Background: an optimization exercise with open tools, aiming at small area, a short achievable clock period and few clock cycles. Do not read the settings as production practice. At most, simulation tests tie the RTL to the original design; equivalence was not proved. No activity file was given, so power comes from the tool's default toggle rates.

Design fb_codec, start of the top module:
module fb_codec (
    input  wire        clk,
    input  wire        rst,           
    input  wire        cmd_valid,
    output wire        cmd_ready,
    input  wire [7:0]  cmd_op,
    input  wire [15:0] cmd_len,
    input  wire [31:0] cmd_arg,
    input  wire [6:0]  req_flags,
    input  wire [63:0] req_addr,
    input  wire [15:0] req_rcount,
    input  wire [15:0] req_cid,
    input  wire [31:0] req_delay,
    input  wire        in_valid,
    output wire        in_ready,
    input  wire [7:0]  in_data,
    output wire        out_valid,
    input  wire        out_ready,
    output wire [7:0]  out_data,
    output wire        res_valid,
    input  wire        res_ready,
    output wire [7:0]  res_code,
    output wire [31:0] res_data
);
clock: 5.0 ns
lec_check: 0
cap_margin: 20
core_margin: 2
core_utilization: 40
place_density: 0.6
setup_slack_margin: 2.5
slew_margin: 20
standard.sh (not shown) runs the stock make flow with config.mk's settings and CLKGATE_MAP_FILE= SYNTH_SCRIPT=/design/flow/synth_recipe.tcl, a recipe that flattens the netlist after the stock synthesis.
==> flow/flow/run.sh <==
#!/bin/bash
# Own layout flow: the standard ORFS flow (standard.sh), with two changes:
#  - ports are buffered with sky130_fd_sc_hd__buf_1 instead of the default
#    delay-cell buffer (every port still gets its own buffer);
#  - yosys does not extract half/full adder cells, so ABC maps that logic too.
# Everything else (synthesis script, floorplan, power grid, taps, CTS,
# routing) is the standard flow. Each step's full log stays in orfs/logs/.
set -euo pipefail
export BUFFER_PORTS_ARGS="-buffer_cell sky130_fd_sc_hd__buf_1"
export ADDER_MAP_FILE=
bash standard.sh > flow_make.log 2>&1
Edit:
--- a/flow/design.v
+++ b/flow/design.v
@@ -23,20 +23,21 @@
     output wire [31:0] res_data
 );
     localparam [1:0] M_PACK = 2'd0, M_UNPACK = 2'd1, M_CRC = 2'd2, M_CHECK = 2'd3;
     reg        pv;
     reg        p_zero, p_str, p_hdr, p_pay, p_len1, p_len2, p_f3, p_f4;
     reg [1:0]  p_mode;
     reg [20:0] acc;
     reg [21:0] n;              
     reg        emode;           
     reg        okp, oku;        
+    reg        ce;              
     reg [15:0] in_rem;          
     reg        rem0, rem1, rem2;
     reg        ob;              
     reg [1:0]  imode, nmode;    
     reg        first;           
     reg        in_rdy, cmd_rdy;
     reg [7:0]  crc, cb;
     reg        cfin, cfin_chk;
     reg [16:0] oc;              
     reg        hdr;             
@@ -172,21 +173,20 @@
     wire d_hdr    = d_enc & d_hashdr;
     wire d_str    = ((d_pack | d_unpack | d_crc | d_check) & !d_len0) | (d_enc & !d_hashdr & d_pay);
     wire d_zero   = !d_hdr & !d_str;
     wire [1:0] d_mode = d_unpack ? M_UNPACK : d_crc ? M_CRC : d_check ? M_CHECK : M_PACK;
     wire d_ill    = !(d_nop | d_pack | d_unpack | d_t14 | d_f14 | d_t21 | d_crc | d_check | d_enc);
     wire [3:0] d_hfirst = req_flags[2] ? 4'd0 : req_flags[3] ? 4'd8 : 4'd12;
     wire [7:0] d_hbyte  = req_flags[2] ? req_addr[7:0] : req_flags[3] ? req_rcount[7:0] : req_delay[7:0];
     wire d_hl     = hislast(d_hfirst, req_flags[3], req_flags[4]);
     wire A      = cmd_valid & cmd_rdy;
     wire T      = in_valid & in_rdy;
-    wire ce     = emode ? |n[21:8] : |n[21:7];
     wire E      = (!out_v | out_ready) & ce;
     wire D      = res_v & res_ready;
     wire H      = hdr & ((okp & !hl) | cmd_rdy);
     wire lastb  = ob | rem1;                   
     wire m_acc  = !imode[1];                   
     wire m_u    = (imode == M_UNPACK);
     wire ins_u    = !hdr & m_u;
     wire ins_last = hdr ? !p_pay : lastb;      
     wire Ipos     = H | (in_rdy & m_acc);      
     wire I        = H | (T & m_acc);           
@@ -203,20 +203,27 @@
         if (!lastb) umask = 7'b1111111;
     end
     wire [7:0]  ibyte = hdr ? hbyte : m_u ? {1'b0, in_data[6:0] & umask} : in_data;
     wire [14:0] oh    = E ? n_m[14:0] : n[14:0];
     wire [20:0] acc_e = E ? (emode ? (acc >> 8) : (acc >> 7)) : acc;
     wire [20:0] acc_n = I ? (acc_e | t_put(ibyte, oh)) : acc_e;
     wire [21:0] ni0   = t_ins(n, ins_u, lastpos);
     wire [21:0] ni1   = t_ins(n_m, ins_u, lastpos);
     wire [21:0] n_n   = I ? (E ? ni1 : ni0) : (E ? n_m : n);
     wire        emode_n = I ? ins_u : emode;
+    function t_ce(input [21:0] q, input u);
+        begin
+            t_ce = u ? |q[21:8] : |q[21:7];
+        end
+    endfunction
+    wire        ce_n  = I ? (E ? t_ce(ni1, ins_u) : t_ce(ni0, ins_u))
+                          : (E ? t_ce(n_m, emode) : ce);
     wire [1:0]  inc   = ins_u ? ((n[0] | n[8]) ? 2'd0 : 2'd1)
                               : ((n[0] | n[7]) ? 2'd2 : 2'd1);
     wire        oc_c1 = inc[1] | (inc[0] & oc[0]);
     wire [15:0] oc_hi = incr(oc[16:1]);
     wire [16:0] oc_i  = {oc_c1 ? oc_hi : oc[16:1], oc[0] ^ inc[0]};
     wire [1:0]  nb    = E ? t_nb(ni1, ins_u) : t_nb(ni0, ins_u);
     wire [21:0] ub0   = Ipos ? ni0 : n;
     wire [21:0] ub1   = Ipos ? ni1 : n_m;
     wire        emp   = Ipos ? ins_u : emode;      
     wire        z0    = !Ipos & n[0];
@@ -324,20 +331,21 @@
         cfin_chk <= imode[0];
         p_zero <= d_zero;  p_str <= d_str;  p_hdr <= d_hdr;  p_pay <= d_pay;
         p_len1 <= (cmd_len == 16'd1);  p_len2 <= (cmd_len == 16'd2);
         p_f3   <= req_flags[3];  p_f4 <= req_flags[4];  p_mode <= d_mode;
         if (rst) begin
             pv       <= 1'b0;
             hdr      <= 1'b0;
             acc      <= 21'd0;
             n        <= 22'd1;
             emode    <= 1'b0;
+            ce       <= 1'b0;
             okp      <= 1'b1;
             oku      <= 1'b1;
             rem0     <= 1'b1;
             rem1     <= 1'b0;
             rem2     <= 1'b0;
             ob       <= 1'b0;
             imode    <= M_PACK;
             first    <= 1'b1;
             in_rdy   <= 1'b0;
             cmd_rdy  <= 1'b0;
@@ -347,20 +355,21 @@
             res_pend <= 1'b0;
             res_v    <= 1'b0;
             hacc     <= 2'd0;
             hout     <= 1'b0;
         end else begin
             pv       <= pv_n;
             hdr      <= hdr_n;
             acc      <= acc_n;
             n        <= n_n;
             emode    <= emode_n;
+            ce       <= ce_n;
             okp      <= okp_n;
             oku      <= oku_n;
             rem0     <= rem0_n;
             rem1     <= rem1_n;
             rem2     <= rem2_n;
             ob       <= ob_n;
             imode    <= imode_n;
             first    <= T ? lastb : first;
             in_rdy   <= in_rdy_n;
             cmd_rdy  <= cmd_rdy_n;
Effect:
- fmax goes up by 12%
- cell area goes down by 0.87%
- power goes down by 50%
- clock power is about the same
- synthesized cell count hardly moves
Testbench counts after the change, summed over its fixed seeds: cycles 30,555.
No functional check of the RTL was part of the first run of this note.

[static timing again, ports no longer ideal]
In the flow no input, the clock included, has a driving cell. The finished layouts below were timed again as built, in two steps.
Step 1, drivers: a clkbuf_16 drives clk and a buf_2 each remaining input, both assumed.
Step 2 times the ports against the registers' clock, not the clock port: input delays grow and output delays shrink by t, the midpoint of the rising clock arrivals with the driver on.
Three values: no drivers, after step 1, after step 2; two values: the first two.
run	t (ns)	setup WS [ns]	worst setup path after step 2	worst register clock-pin slew, ns	worst slew at a driven data input, ns
the first run	0.484	2.109 / 2.109 / 1.751	input to register	0.08 / 0.08	0.06
the second run	0.484	2.427 / 2.453 / 1.969	input to register	0.08 / 0.08	0.07
After both steps setup and hold are still met in every run listed. For the second run, which loses most, drivers alone change the setup slack by +0.026 ns; drivers and shift together by -0.458 ns.
